From an optimization exercise on the open Yosys and OpenROAD flow, aimed at small area and a short achievable clock period; shortcuts taken in it are not production practice.
Only simulation tests tie the RTL to the original design; equivalence was not proved.
No driver is modelled on the clock port, so clocking that relies on it looks cheaper here than on a real chip.
Power figures rest on the tool's default switching activity, not on a simulated workload.

$ cat flow/design.v
module glorb_fifo #(
    parameter WIDTH = 25,
    parameter HW    = 1
) (
    input  wire             clk,
    input  wire             rst_n,
    input  wire             push,
    input  wire [WIDTH-1:0] din,
    input  wire             pop,
    output wire [WIDTH-1:0] dout,
    output reg  [HW-1:0]    hd,          
    output reg              ne,
    output reg              avail,
    output reg              avail_o,     
    output wire             ne_nx        
);
    reg [WIDTH-1:0] m0, m1, m2, m3;
    reg [3:0]       wrx;    
    reg [3:0]       rdx;    
    wire [3:0] wr   = {wrx[3:1], ~wrx[0]};
    wire [3:0] rd   = {rdx[3:1], ~rdx[0]};
    wire [3:0] wr_n = {wr[2:0], wr[3]};
    wire [3:0] rd_n = {rd[2:0], rd[3]};
    wire       one   = |(rd_n & wr);      
    wire       three = |(wr_n & rd);      
    assign dout = ({WIDTH{rd[0]}} & m0) | ({WIDTH{rd[1]}} & m1) |
                  ({WIDTH{rd[2]}} & m2) | ({WIDTH{rd[3]}} & m3);
    always @(posedge clk) begin
        if (avail & wr[0]) m0 <= din;
        if (avail & wr[1]) m1 <= din;
        if (avail & wr[2]) m2 <= din;
        if (avail & wr[3]) m3 <= din;
    end
    assign ne_nx  = push | (ne & ~(pop & one));
    wire avail_nx   = pop | (push ? ~three : (avail | ~ne));
    wire avail_o_nx = pop | (push ? ~three : (avail_o | ~ne));
    wire [WIDTH-1:0] dnext = ({WIDTH{rd_n[0]}} & m0) | ({WIDTH{rd_n[1]}} & m1) |
                             ({WIDTH{rd_n[2]}} & m2) | ({WIDTH{rd_n[3]}} & m3);
    always @(posedge clk) begin
        if (pop)
            hd <= one ? din[WIDTH-1 -: HW] : dnext[WIDTH-1 -: HW];
        else if (!ne)
            hd <= din[WIDTH-1 -: HW];
    end
    always @(posedge clk or negedge rst_n) begin
        if (!rst_n) begin
            wrx   <= 4'd0;
            rdx   <= 4'd0;
            ne    <= 1'b0;
            avail   <= 1'b0;
            avail_o <= 1'b0;
        end else begin
            if (push)
                wrx <= {wr_n[3:1], ~wr_n[0]};
            if (pop)
                rdx <= {rd_n[3:1], ~rd_n[0]};
            ne    <= ne_nx;
            avail   <= avail_nx;
            avail_o <= avail_o_nx;
        end
    end
endmodule
module glorb_frame_encoder #(
    parameter [7:0]  P_HEADER = 8'h0F,
    parameter [15:0] P_THR_HI = 16'd1807,
    parameter [15:0] P_THR_LO = 16'd240,
    parameter [15:0] P_AUX    = 16'd240,
    parameter [15:0] P_FILL   = 16'd0
) (
    input  wire [22:0] cmd,       
    input  wire [4:0]  sel,
    output reg  [7:0]  byte_out
);
    reg [15:0]  ch [0:15];
    reg [175:0] stream;
    reg [199:0] f;
    integer i, k;
    always @* begin
        for (i = 0; i < 16; i = i + 1)
            ch[i] = P_FILL;
        ch[0] = {5'd0, cmd[10:0]};
        ch[2] = {5'd0, cmd[21:11]};
        ch[4] = P_THR_HI;                        
        ch[5] = cmd[22] ? P_THR_HI : P_THR_LO;
        ch[6] = P_AUX;
        ch[7] = P_AUX;
        for (k = 0; k < 176; k = k + 1)
            stream[k] = ch[k / 11][k % 11];
        f          = 200'd0;
        f[7:0]     = P_HEADER;
        f[183:8]   = stream;
        f[199:184] = 16'h0000;
        case (sel)
            5'd0:    byte_out = f[15:8];
            5'd1:    byte_out = f[23:16];
            5'd2:    byte_out = f[31:24];
            5'd3:    byte_out = f[39:32];
            5'd4:    byte_out = f[47:40];
            5'd5:    byte_out = f[55:48];
            5'd6:    byte_out = f[63:56];
            5'd7:    byte_out = f[71:64];
            5'd8:    byte_out = f[79:72];
            5'd9:    byte_out = f[87:80];
            5'd10:   byte_out = f[95:88];
            5'd11:   byte_out = f[103:96];
            5'd12:   byte_out = f[111:104];
            5'd13:   byte_out = f[119:112];
            5'd14:   byte_out = f[127:120];
            5'd15:   byte_out = f[135:128];
            5'd16:   byte_out = f[143:136];
            5'd17:   byte_out = f[151:144];
            5'd18:   byte_out = f[159:152];
            5'd19:   byte_out = f[167:160];
            5'd20:   byte_out = f[175:168];
            5'd21:   byte_out = f[183:176];
            5'd22:   byte_out = f[191:184];
            5'd23:   byte_out = f[199:192];
            default: byte_out = 8'h00;
        endcase
    end
endmodule
module glorb_core (
    input  wire        clk,
    input  wire        rst_n,
    input  wire        l_valid,
    input  wire [35:0] l_data,
    output wire        l_ready,
    input  wire        r_valid,
    input  wire [35:0] r_data,
    output wire        r_ready,
    output wire [7:0]  tx_data,
    output wire        tx_valid,
    input  wire        tx_ready,
    input  wire        tx_err,
    output wire        st_l_fwd,
    output wire        st_l_armed,
    output wire        st_r_fwd,
    output wire        st_r_armed,
    output wire        st_mix_armed,
    output wire        st_mix_fwd,
    output wire        st_tx_failed,
    output wire        st_idle
);
    localparam [7:0] P_HEADER = 8'h0F;
    reg        l_rev, l_armed;    
    reg        r_rev, r_armed;
    reg        lt_rev, lt_armed;  
    reg        rt_rev, rt_armed;
    reg        arb_l;             
    reg        send;              
    reg        failed;            
    reg        mix_armed, mix_rev, busy;
    reg        l_rev_o, l_armed_o, r_rev_o, r_armed_o;    
    reg        send_o, failed_o;
    reg [4:0]  idx;               
    reg [22:0] cur;               
    reg [7:0]  txb;               
    function [2:0] apply;
        input [35:0] d;
        input        f;
        input        a;
        reg          f2, a2;
        begin
            a2 = d[34] ? ~a : a;
            case (d[33:32])
                2'b00:   f2 = f;
                2'b01:   f2 = 1'b1;
                2'b10:   f2 = 1'b0;
                default: f2 = ~f;
            endcase
            if (d[35])
                apply = {1'b0, f, a};
            else
                apply = {a2, f2, a2};
        end
    endfunction
    wire [2:0] l_app = apply(l_data, ~lt_rev, lt_armed);
    wire [2:0] r_app = apply(r_data, ~rt_rev, rt_armed);
    wire [24:0] ql_head, qr_head;
    wire [2:0]  ql_hd, qr_hd;        
    wire        ql_ne, ql_avail, qr_ne, qr_avail, ql_ready, qr_ready;
    wire        ql_ne_nx, qr_ne_nx;
    wire        take_l, take_r;
    wire l_push = l_valid & ql_avail;
    wire r_push = r_valid & qr_avail;
    glorb_fifo #(.WIDTH(25), .HW(3)) u_ql (
        .clk(clk), .rst_n(rst_n),
        .push(l_push), .din({l_app, l_data[26:16], l_data[10:0]}),
        .pop(take_l), .dout(ql_head), .hd(ql_hd),
        .ne(ql_ne), .avail(ql_avail), .avail_o(ql_ready),
        .ne_nx(ql_ne_nx)
    );
    glorb_fifo #(.WIDTH(25), .HW(3)) u_qr (
        .clk(clk), .rst_n(rst_n),
        .push(r_push), .din({r_app, r_data[26:16], r_data[10:0]}),
        .pop(take_r), .dout(qr_head), .hd(qr_hd),
        .ne(qr_ne), .avail(qr_avail), .avail_o(qr_ready),
        .ne_nx(qr_ne_nx)
    );
    assign l_ready = ql_ready;
    assign r_ready = qr_ready;
    wire        qc_ne, qc_avail, qc_ne_nx;
    wire [22:0] qc_head;
    wire sel_l = ql_ne & (~qr_ne | ~arb_l);
    wire sel_r = qr_ne & (~ql_ne | arb_l);
    wire go    = qc_avail | failed;           
    assign take_l = go & sel_l;
    assign take_r = go & sel_r;
    wire [21:0] w       = sel_l ? ql_head[21:0] : qr_head[21:0];
    wire        w_fwd   = sel_l ? ql_hd[1] : qr_hd[1];
    wire        qc_push = qc_avail & ~failed &
                          ((sel_l & ql_hd[2] & ~r_armed) |
                           (sel_r & qr_hd[2] & ~l_armed));
    wire l_rev_nx   = take_l ? ~ql_hd[1] : l_rev;
    wire l_armed_nx = take_l ?  ql_hd[0] : l_armed;
    wire r_rev_nx   = take_r ? ~qr_hd[1] : r_rev;
    wire r_armed_nx = take_r ?  qr_hd[0] : r_armed;
    always @(posedge clk or negedge rst_n) begin
        if (!rst_n) begin
            l_rev     <= 1'b0;
            l_armed   <= 1'b0;
            r_rev     <= 1'b0;
            r_armed   <= 1'b0;
            lt_rev    <= 1'b0;
            lt_armed  <= 1'b0;
            rt_rev    <= 1'b0;
            rt_armed  <= 1'b0;
            arb_l     <= 1'b0;
            l_rev_o   <= 1'b0;
            l_armed_o <= 1'b0;
            r_rev_o   <= 1'b0;
            r_armed_o <= 1'b0;
            mix_armed <= 1'b0;
            mix_rev   <= 1'b0;
        end else begin
            if (l_push)
                {lt_rev, lt_armed} <= {~l_app[1], l_app[0]};
            if (r_push)
                {rt_rev, rt_armed} <= {~r_app[1], r_app[0]};
            l_rev   <= l_rev_nx;
            l_armed <= l_armed_nx;
            r_rev   <= r_rev_nx;
            r_armed <= r_armed_nx;
            if (take_l)
                {l_rev_o, l_armed_o} <= {~ql_hd[1], ql_hd[0]};
            if (take_r)
                {r_rev_o, r_armed_o} <= {~qr_hd[1], qr_hd[0]};
            if (take_l)
                arb_l <= 1'b1;
            if (take_r)
                arb_l <= 1'b0;
            mix_armed <= l_armed_nx | r_armed_nx;
            mix_rev   <= (l_armed_nx | r_armed_nx) &
                         (~l_armed_nx | l_rev_nx) & (~r_armed_nx | r_rev_nx);
        end
    end
    wire qc_pop = qc_ne & ~send;    
    glorb_fifo #(.WIDTH(23), .HW(1)) u_qc (
        .clk(clk), .rst_n(rst_n),
        .push(qc_push), .din({w_fwd, w}),
        .pop(qc_pop), .dout(qc_head), .hd(),
        .ne(qc_ne), .avail(qc_avail), .avail_o(),
        .ne_nx(qc_ne_nx)
    );
    wire [7:0] nxt_byte;
    glorb_frame_encoder u_enc (
        .cmd(cur), .sel(idx), .byte_out(nxt_byte)
    );
    wire load    = qc_ne & ~send & ~failed;
    wire send_nx = send ? ~(tx_err | (tx_ready & (idx == 5'd24))) : load;
    wire send_o_nx = send_o ? ~(tx_err | (tx_ready & (idx == 5'd24))) : load;
    always @(posedge clk) begin
        if (!send) begin
            cur <= qc_head;
            idx <= 5'd0;
            txb <= P_HEADER;
        end else if (tx_ready) begin
            idx <= idx + 5'd1;
            txb <= nxt_byte;
        end
    end
    always @(posedge clk or negedge rst_n) begin
        if (!rst_n) begin
            send     <= 1'b0;
            send_o   <= 1'b0;
            failed   <= 1'b0;
            failed_o <= 1'b0;
            busy     <= 1'b0;
        end else begin
            send   <= send_nx;
            send_o <= send_o_nx;
            if (send & tx_err)
                failed <= 1'b1;
            if (send_o & tx_err)
                failed_o <= 1'b1;
            busy <= ql_ne_nx | qr_ne_nx | qc_ne_nx | send_nx;
        end
    end
    assign tx_valid = send_o;
    assign tx_data  = txb;
    assign st_l_fwd     = ~l_rev_o;
    assign st_l_armed   = l_armed_o;
    assign st_r_fwd     = ~r_rev_o;
    assign st_r_armed   = r_armed_o;
    assign st_mix_armed = mix_armed;
    assign st_mix_fwd   = ~mix_rev;
    assign st_tx_failed = failed_o;
    assign st_idle      = ~busy;
endmodule
$ cat flow/flow/run.sh
#!/bin/bash
# The standard layout (standard.sh: ORFS from synthesis to the final
# layout), with one change: the buffers that ORFS puts on every input and
# output port are sky130_fd_sc_hd__buf_4 cells instead of the cell
# buffer_ports picks by itself (a slow delay cell). make's full output goes
# to standard.log; each ORFS step keeps its own log under orfs/logs.
set -euo pipefail
bash standard.sh 'BUFFER_PORTS_ARGS=-buffer_cell sky130_fd_sc_hd__buf_4' finish > standard.log 2>&1
$ cat flow/standard.sh
#!/bin/bash
# synth_recipe.tcl (not shown) runs the flow's synth.tcl, then flattens the netlist and writes it again
# the make line also repeats each setting of config.mk as NAME=value (left out here)
make -C /OpenROAD-flow-scripts/flow DESIGN_CONFIG=/design/flow/config.mk WORK_HOME=/design/flow/orfs CLKGATE_MAP_FILE= SYNTH_SCRIPT=/design/flow/synth_recipe.tcl "${@:-finish}"
$ cat flow/config.mk
export PLATFORM = sky130hd
export DESIGN_NAME = glorb_core
export DESIGN_NICKNAME = glorb_core
export VERILOG_FILES = /design/flow/design.v
export SDC_FILE = /design/flow/constraint.sdc
export NUM_CORES = 4
export LEC_CHECK = 0
export CAP_MARGIN = 20
export CORE_MARGIN = 2
export CORE_UTILIZATION = 65
export CTS_BUF_LIST = sky130_fd_sc_hd__clkbuf_8 sky130_fd_sc_hd__clkbuf_16
export CTS_CLUSTER_DIAMETER = 80
export CTS_CLUSTER_SIZE = 25
export PLACE_DENSITY = 0.75
export SETUP_SLACK_MARGIN = 2.15
export SLEW_MARGIN = 20
$ cat flow/constraint.sdc
create_clock -name core_clock -period 4.0 [get_ports {clk}]
set_input_delay 0.8000 -clock core_clock [delete_from_list [all_inputs] [get_ports {clk}]]
set_output_delay 0.8000 -clock core_clock [all_outputs]
set_load 0.01 [all_outputs]
==> metrics.log, run 1 <==
INFO  metric finalSetupTns = 0 ns
INFO  metric critPathBufInv = 2
INFO  metric peakVddDrop = 0.644 mV
INFO  metric via_per_inst = 6.59
INFO  metric die_x = 154 um
INFO  metric maxSlewHeadroom = 56.1%
INFO  metric cell_pwr_density = 845 mW/mm^2
INFO  metric post_synth_instance_area = 0.0146 sq mm
INFO  metric dieArea = 0.0237 sq mm
INFO  metric cp-end-kind = primary output
INFO  metric synth.area.top_cells = edfxtp_1 66%, dfrtp_1 8.9%, a22oi_1 5.3%
INFO  metric synth-seq-area-share = 76.6%
INFO  metric routed_wirelength = 31000 um
INFO  metric grt_util_all_layers = 25.3%
INFO  metric via_count = 8431
INFO  metric outcome = no timing/DRC/antenna violations
INFO  metric detail_route.drc_violations = 0
INFO  metric synth_ff_type = edfxtp_1
INFO  metric placement.cell_area = 0.0154 sq mm
INFO  metric clock_sink_count = 386
INFO  metric rows = 54
INFO  metric globalRoute.busiestLayer = met2
INFO  metric preCtsSetupSlack = 1.39 ns
INFO  metric timing.critical_path.slowest_stage_cell = dfrtp_1
INFO  metric post-route-worst-setup-slack = 2.13 ns
INFO  metric finish.net_count = 1069
INFO  metric io_buffers = 76
INFO  metric dpl.cell_count = 1216
INFO  metric flow.area_growth_from_synthesis = 12.8%
INFO  metric final_cell_area = 0.0165 sq mm
INFO  metric yosysTopAreaCell = edfxtp_1
INFO  metric drt_iter0_drc = 793
INFO  metric rsz0062_at_grt = yes
INFO  metric grt_start_max_net_pins = 53
INFO  metric ioPinCount = 97
INFO  metric core-area = 0.0220 sq mm
INFO  metric ys_top_cells_by_count = 321 x edfxtp_1, 103 x a22oi_1, 52 x dfrtp_1
INFO  metric worst_clock_skew = 0.0139 ns
INFO  metric global_route_met2_utilization = 43.5%
INFO  metric final_cells = 1280
INFO  metric post_synth_num_cell_types = 64
INFO  metric grt_pass1_vias = 8423
INFO  metric yosysMostFrequentCell = edfxtp_1
INFO  metric antenna_found_initial = 0
INFO  metric worst_setup_hold_path_clk_slew = 0.10 ns
INFO  metric required = 3.20 ns
INFO  metric achievable-frequency = 0.535 GHz
INFO  metric finalSetupViolCount = 0
INFO  metric wl_per_cell = 24.2 um
INFO  metric gr-usage-met1 = 34.5%
INFO  metric maxCapViolations = 0
INFO  metric rrSetupSlack = 2.16 ns
INFO  metric hp-class = input pin to asynchronous set/reset pin
INFO  metric async_flop_share = 13.5%
INFO  metric gpl.final_weighted_congestion = 0.799
INFO  metric met3_track_usage_gr = 3.41%
INFO  metric cp_cell_sequence = inv_1 > buf_4
INFO  metric starting_density_of_the_core = 66.6%
INFO  metric total_power = 13.9 mW
INFO  metric arrival = 1.07 ns
INFO  metric timing_worst_slew_pin_value = 0.658 ns
INFO  metric htree_num_levels = 1
INFO  metric n_antenna_cell = 0
INFO  metric timing.critical_path.slowest_cell_delay = 0.39 ns
INFO  metric cts_hold_repair.buffers = 0
INFO  metric timing.hold.ws = 0.295 ns
INFO  metric worst_setup_path_category = register to primary output
INFO  metric static-leakage-power = 5.91 nW
INFO  metric number_of_synthesized_register_bits = 386
INFO  metric critical-path-top-delay-family = flip-flops
INFO  metric path_max_fanout = 2
INFO  metric post-route-util = 75.1%
INFO  metric post-synth-top-area-fraction = 65.9%
INFO  metric slew_violations = 0
INFO  metric synth_enable_flop_cells = 321
INFO  metric number_of_antenna_violating_nets_in_the_routed_design = 0
INFO  metric fin_crit_sh = 46.7%
INFO  metric max_clock_buf_depth = 3
INFO  metric worstSkewPairLatency = 0.52 ns
INFO  metric critical_path.startpoint_type = register
INFO  metric clock_period_minus_worst_slack = 1.87 ns
INFO  metric reg2reg_start = u_qr.ne$_DFF_PN0_
INFO  metric drt_pre_antenna_iters = 5
INFO  metric hpwlAfterDp = 18300 um
INFO  metric postSynthNetCount = 979
INFO  metric die_y = 154 um
INFO  metric cp-startpoint = l_rev_o$_DFFE_PN0N_
INFO  metric grt_first_pass_wirelength = 46500 um
INFO  metric grt_overflow = 0
INFO  metric cts-root-buf = clkbuf_16
INFO  metric cts-buffers-inserted = 19
INFO  metric tritoncts_clock_tree = built
INFO  metric yosysWarnings = 5
INFO  metric post_synth.cell_area_avg = 16.3 sq um
INFO  metric gate_count_after_technology_mapping = 897
INFO  metric final_layout_size_suffix_gt1_share = 21.4%
INFO  metric final_hold_vios = 0
-- timing repair --
action                                  4_1_cts  5_1_grt
resized for setup                            44       24
endpoints found under the hold margin         0        0
pin swaps                                     4        5
gates cloned                                  1        1
endpoints found under the setup margin      165       63
buffers inserted                             16       12
-- path summary, 6_finish.rpt --
| kind | cells after the start | to |
|---|---|---|
| max reg2reg | 5 | u_qc.m0[18]$_DFFE_PP_ |
| min | 1 | u_qc.rdx[3]$_DFFE_PN0P_ |
| max in group asynchronous | 1 | u_ql.rdx[2]$_DFFE_PN0N_ |
| max | 2 | st_l_fwd |
| min reg2reg | 2 | txb[6]$_SDFFE_PN0P_ |
| min in group core_clock | 1 | u_qr.m0[10]$_DFFE_PP_ |
-- routing by layer --
| metal | part of all wire [%] | wire, um |
|---|---|---|
| met5 | 0 | 0 |
| met4 | 2.5 | 760 |
| met3 | 6.1 | 1900 |
| met2 | 51 | 15800 |
| met1 | 40 | 12500 |
-- kinds of logic (layout without fill, tap and decap cells) --
family | Yosys count | count (layout) | synth area share [%]
AOI/OAI and AO/OA | 266 | 268 | 14.0
xor gates and xnor gates | 10 | 10 | 0.599
adders and majority gates | 4 | 4 | 0.342
buffers and inverters | 74 | 175 | 2.07
DFF | 386 | 386 | 76.6
muxes | 20 | 20 | 1.50
and+or+nand+nor | 137 | 137 | 4.93
-- worst register-to-register path, stage by stage, from the launching register on --
cell      delay [ns]
dfrtp_2         0.54
a21boi_4        0.10
buf_4           0.17
buf_4           0.18
and3_1          0.19
a31oi_1         0.41
-- registers in the layout (all words and copies together), names as in the netlist, 8 cells and up --
signal,count
cur,23
txb,8
u_qc.m0,23
u_qc.m1,23
u_qc.m2,23
u_qc.m3,23
u_ql.m0,25
u_ql.m1,25
u_ql.m2,25
u_ql.m3,25
u_qr.m0,25
u_qr.m1,25
u_qr.m2,25
u_qr.m3,25
-- final cells by class --
class / instances / area, sq um
multi-input combinational: 439 / 3300
inverter: 22 / 88.8
fill: 1282 / 5460
timing repair buffer: 119 / 960
tap: 280 / 350
clock buffer: 20 / 489
sequential: 386 / 11200
clock inverter: 14 / 70.1
-- placed cells by master (no fill, tap or decap), types with 17 or more instances in the layout --
| master | instances |
|---|---|
| o21ai_0 | 31 |
| nand2_1 | 48 |
| clkbuf_16 | 19 |
| inv_1 | 28 |
| nor2_1 | 17 |
| dfrtp_1 | 39 |
| buf_4 | 102 |
| a221o_1 | 28 |
| a22o_1 | 28 |
| a22oi_1 | 103 |
| a31oi_1 | 22 |
| edfxtp_1 | 321 |
| and3_1 | 23 |
-- power breakdown --
part	switching (mW)	internal [mW]	total, mW
clock	1.18	0.904	2.08
combinational	2.74	1.65	4.38
sequential	0.811	6.67	7.48
total	4.72	9.22	13.9
==> run 2: changes to the inputs <==
==> flow/flow/run.sh (replaced) <==
#!/bin/bash
# The standard layout (standard.sh: ORFS from synthesis to the final
# layout), with two changes:
#  - the buffers that ORFS puts on every input and output port are
#    sky130_fd_sc_hd__buf_4 cells instead of the cell buffer_ports picks by
#    itself (a slow delay cell);
#  - clock_tree_synthesis gets the same arguments as the standard flow builds
#    from config.mk, plus -dont_use_dummy_load, so that TritonCTS adds no
#    dummy load cells to balance the tree.
# make's full output goes to standard.log; each ORFS step keeps its own log
# under orfs/logs.
set -euo pipefail
CTS="-sink_clustering_enable -repair_clock_nets"
CTS="$CTS -sink_clustering_size 25 -sink_clustering_max_diameter 80"
CTS="$CTS -buf_list {sky130_fd_sc_hd__clkbuf_8 sky130_fd_sc_hd__clkbuf_16}"
CTS="$CTS -dont_use_dummy_load"
bash standard.sh 'BUFFER_PORTS_ARGS=-buffer_cell sky130_fd_sc_hd__buf_4' \
    "CTS_ARGS=$CTS" finish > standard.log 2>&1
==> run 2 against run 1 <==
Effect of this change: sequential share of layout area rose by 0.25 points; synthesized cell count did not move; still clean on timing, DRC and antenna; largest cell class unchanged; die area did not move; cell count fell by 0.78%; critical path type unchanged; register-to-register slack barely moved; power fell by 0.38%; cell area fell by 0.35%.
==> metrics.log, run 2 <==
INFO  metric outcome = no timing/DRC/antenna violations
INFO  metric total_power = 13.9 mW (-0.38%)
INFO  metric hpwlAfterDp = 18300 um (unchanged)
INFO  metric slew_violations = 0 (unchanged)
INFO  metric grt_overflow = 0 (unchanged)
INFO  metric maxCapViolations = 0 (unchanged)
INFO  metric cts-buffers-inserted = 19 (unchanged)
INFO  metric arrival = 1.05 ns (-0.02 ns)
INFO  metric placement.cell_area = 0.0154 sq mm (unchanged)
INFO  metric worst_setup_hold_path_clk_slew = 0.10 ns (about the same)
INFO  metric gate_count_after_technology_mapping = 897 (unchanged)
INFO  metric achievable-frequency = 0.540 GHz (+0.86%)
INFO  metric io_buffers = 76 (unchanged)
INFO  metric synth_enable_flop_cells = 321 (unchanged)
INFO  metric preCtsSetupSlack = 1.39 ns (unchanged)
INFO  metric final_layout_size_suffix_gt1_share = 22.0% (+0.62 points)
INFO  metric ys_top_cells_by_count = 321 x edfxtp_1, 103 x a22oi_1, 52 x dfrtp_1
INFO  metric core-area = 0.0220 sq mm (unchanged)
INFO  metric worst_setup_path_category = register to primary output
INFO  metric synth.area.top_cells = edfxtp_1 66%, dfrtp_1 8.9%, a22oi_1 5.3%
INFO  metric critical-path-top-delay-family = flip-flops
INFO  metric die_x = 154 um (unchanged)
INFO  metric timing.critical_path.slowest_stage_cell = dfrtp_1
INFO  metric finalSetupTns = 0 ns (unchanged)
INFO  metric synth_compound_gate_area_share = 14.0% (unchanged)
INFO  metric via_count = 8421 (-0.12%)
INFO  metric dieArea = 0.0237 sq mm (unchanged)
INFO  metric cp_cell_sequence = inv_1 > buf_4
INFO  metric wl_per_cell = 24.6 um (+1.4%)
INFO  metric grt_first_pass_wirelength = 46600 um (+0.40%)
INFO  metric final_common_cell = edfxtp_1
INFO  metric cell_pwr_density = 845 mW/mm^2 (about the same)
INFO  metric post_synth_num_cell_types = 64 (unchanged)
INFO  metric yosysTopAreaCell = edfxtp_1
INFO  metric tritoncts_clock_tree = built
INFO  metric hp-class = input pin to asynchronous set/reset pin
INFO  metric die_y = 154 um (unchanged)
INFO  metric post_synth.cell_area_avg = 16.3 sq um (unchanged)
INFO  metric dpl.cell_count = 1216 (unchanged)
INFO  metric post_synth_instance_area = 0.0146 sq mm (unchanged)
INFO  metric timing.critical_path.slowest_cell_delay = 0.39 ns (about the same)
INFO  metric detail_route.drc_violations = 0 (unchanged)
INFO  metric synth-seq-area-share = 76.6% (unchanged)
INFO  metric ioPinCount = 97 (unchanged)
INFO  metric rsz0062_at_grt = yes
INFO  metric grt_start_max_net_pins = 53 (unchanged)
INFO  metric grt_pass1_vias = 8421 (-0.024%)
INFO  metric number_of_synthesized_register_bits = 386 (unchanged)
INFO  metric grt_util_all_layers = 25.5% (+0.13 points)
INFO  metric antenna_found_initial = 0 (unchanged)
INFO  metric number_of_antenna_violating_nets_in_the_routed_design = 0 (unchanged)
INFO  metric fin_crit_sh = 46.3% (-0.40 points)
INFO  metric peakVddDrop = 0.637 mV (-1.1%)
INFO  metric synth_adder_area_share = 0.342% (unchanged)
INFO  metric gpl.final_weighted_congestion = 0.799 (unchanged)
INFO  metric postSynthNetCount = 979 (unchanged)
INFO  metric post-synth-top-area-fraction = 65.9% (unchanged)
INFO  metric path_max_fanout = 2 (unchanged)
INFO  metric yosys.area_share.simple = 4.93% (unchanged)
INFO  metric cp-end-kind = primary output
INFO  metric critPathBufInv = 2 (unchanged)
INFO  metric rrSetupSlack = 2.15 ns (about the same)
INFO  metric synthMuxAreaShare = 1.50% (unchanged)
INFO  metric flow.area_growth_from_synthesis = 12.4%
INFO  metric post-route-worst-setup-slack = 2.15 ns (+0.0160 ns)
INFO  metric xor_and_xnor_area_share_after_synthesis = 0.599% (unchanged)
INFO  metric drt_pre_antenna_iters = 5 (unchanged)
INFO  metric layout.cells.most_common_list = 321 x edfxtp_1, 106 x buf_4, 103 x a22oi_1, 48 x nand2_1, 39 x dfrtp_1
INFO  metric required = 3.20 ns (about the same)
INFO  metric clock_period_minus_worst_slack = 1.85 ns (-0.0160 ns)
INFO  metric clock_sink_count = 386 (unchanged)
INFO  metric drt_iter0_drc = 897 (+13%)
INFO  metric timing_worst_slew_pin_value = 0.667 ns (+0.00828 ns)
INFO  metric combinational_family_with_the_most_area_after_synthesis = compound AO/OA/AOI/OAI gates
INFO  metric rows = 54 (unchanged)
INFO  metric final_cell_area = 0.0164 sq mm (-0.35%)
INFO  metric critical_path.startpoint_type = register
INFO  metric maxSlewHeadroom = 55.6% (-0.55 points)
INFO  metric synth_ff_type = edfxtp_1
INFO  metric routed_wirelength = 31200 um (+0.61%)
INFO  metric via_per_inst = 6.63 (+0.67%)
INFO  metric yosysWarnings = 5 (unchanged)
INFO  metric finalSetupViolCount = 0 (unchanged)
INFO  metric starting_density_of_the_core = 66.6% (unchanged)
INFO  metric final_hold_vios = 0 (unchanged)
INFO  metric finish.net_count = 1074 (+0.47%)
INFO  metric worst_clock_skew = 0.0289 ns (+0.0150 ns)
INFO  metric yosysMostFrequentCell = edfxtp_1
INFO  metric n_antenna_cell = 0 (unchanged)
INFO  metric async_flop_share = 13.5% (unchanged)
INFO  metric static-leakage-power = 5.86 nW (-0.88%)
INFO  metric worstSkewPairLatency = 0.52 ns (about the same)
INFO  metric final_cells = 1270 (-0.78%)
-- run 2: stage by stage --
| step | util (%) | hold WS, ns |
|---|---|---|
| 3_3_place_gp | 70.3 | 0.445 |
| 6_report | 74.9 | 0.314 |
| 5_1_grt | 74.9 | 0.362 |
| 4_1_cts | 73.8 | 0.339 |
| 2_1_floorplan | - | 0.441 |
| 3_5_place_dp | 70.4 | 0.455 |
-- run 2: cell families (layout without fill, tap and decap cells) --
group | after synthesis | after routing
simple gates | 137 | 137
flops | 386 | 386
mux | 20 | 20
xor+xnor | 10 | 10
fa+ha+maj | 4 | 4
buf+inv | 74 | 165
compound gates | 266 | 268
-- run 2: final timing paths --
kind	from	endpoint	cells after the start
hold reg to reg	txb[6]$_SDFFE_PN0P_	txb[6]$_SDFFE_PN0P_	2
setup reg to reg	u_qr.rdx[1]$_DFFE_PN0N_	u_qr.hd[0]$_DFFE_PP_	4
setup / recovery	l_rev_o$_DFFE_PN0N_	st_l_fwd	2
hold / removal	rst_n	u_qc.rdx[3]$_DFFE_PN0P_	1
max in group asynchronous	rst_n	u_ql.rdx[3]$_DFFE_PN0N_	1
min in group core_clock	txb[6]$_SDFFE_PN0P_	txb[6]$_SDFFE_PN0P_	2
-- run 2: metal layers --
metal  wire length (um)  track usage [%]  up-vias
li1                   -                -     3754
met1              12100             34.6     4268
met2              16100             43.8      345
met3               2220             3.30       54
met4                776             7.70        0
met5                  0                0        -
-- run 2: cell type report --
class                           count  area, sq um
Fill cell                        1282         5520
Clock buffer                       19          475
Timing Repair Buffer              124         1010
Tap cell                          280          350
Multi-Input combinational cell    439         3280
Inverter                           22         88.8
Sequential cell                   386        11200
-- run 2: power by group --
group / switching (mW) / total (mW) / leakage (nW) / internal (mW)
Clock: 1.11 / 1.96 / 0.234 / 0.854
Combinational: 2.76 / 4.45 / 1.87 / 1.69
Sequential: 0.809 / 7.48 / 3.75 / 6.67
Total: 4.68 / 13.9 / 5.86 / 9.21
-- run 2: worst reg2reg max path, stage by stage (launching register included) --
cell	delay, ns
dfrtp_4	0.49
a22o_1	0.21
a221o_1	0.36
nor2_2	0.19
mux2_2	0.36
-- run 2: what timing repair did --
item / CTS / global route
pin swaps: 4 / 7
cloned: 1 / 1
hold buffers: 0 / 0
hold endpoints to repair: 0 / 0
resized for setup: 39 / 30
setup endpoints to repair: 162 / 72
buffers inserted: 18 / 15

-- re-timing with driven ports --
Ports are ideal in the flow. The routed layouts listed here were re-timed in OpenROAD.
Step 1 assumes that a clkbuf_16 drives the clock port and a buf_2 every other input.
Step 2 moves the port delays by t, midway between the first and last clock arrival at a register: inputs arrive t later, outputs are due t later. That takes back most of the time a late clock gives input paths.
a / b / c = no drivers / after step 1 / after step 2; a / b = the first two.
run | shift t [ns] | setup WS [ns] | worst setup path after step 2 | worst register clock-pin slew, ns | cell pins on the clock port's net
run 1 | 0.566 | 2.132 / 2.083 / 1.945 | input to register | 0.10 / 0.10 | 1
run 2 | 0.554 | 2.148 / 2.098 / 1.940 | input to register | 0.10 / 0.10 | 1
After both steps every run listed still meets setup and hold. For run 2, which loses most, drivers alone change the setup slack by -0.050 ns; drivers and shift together by -0.208 ns.
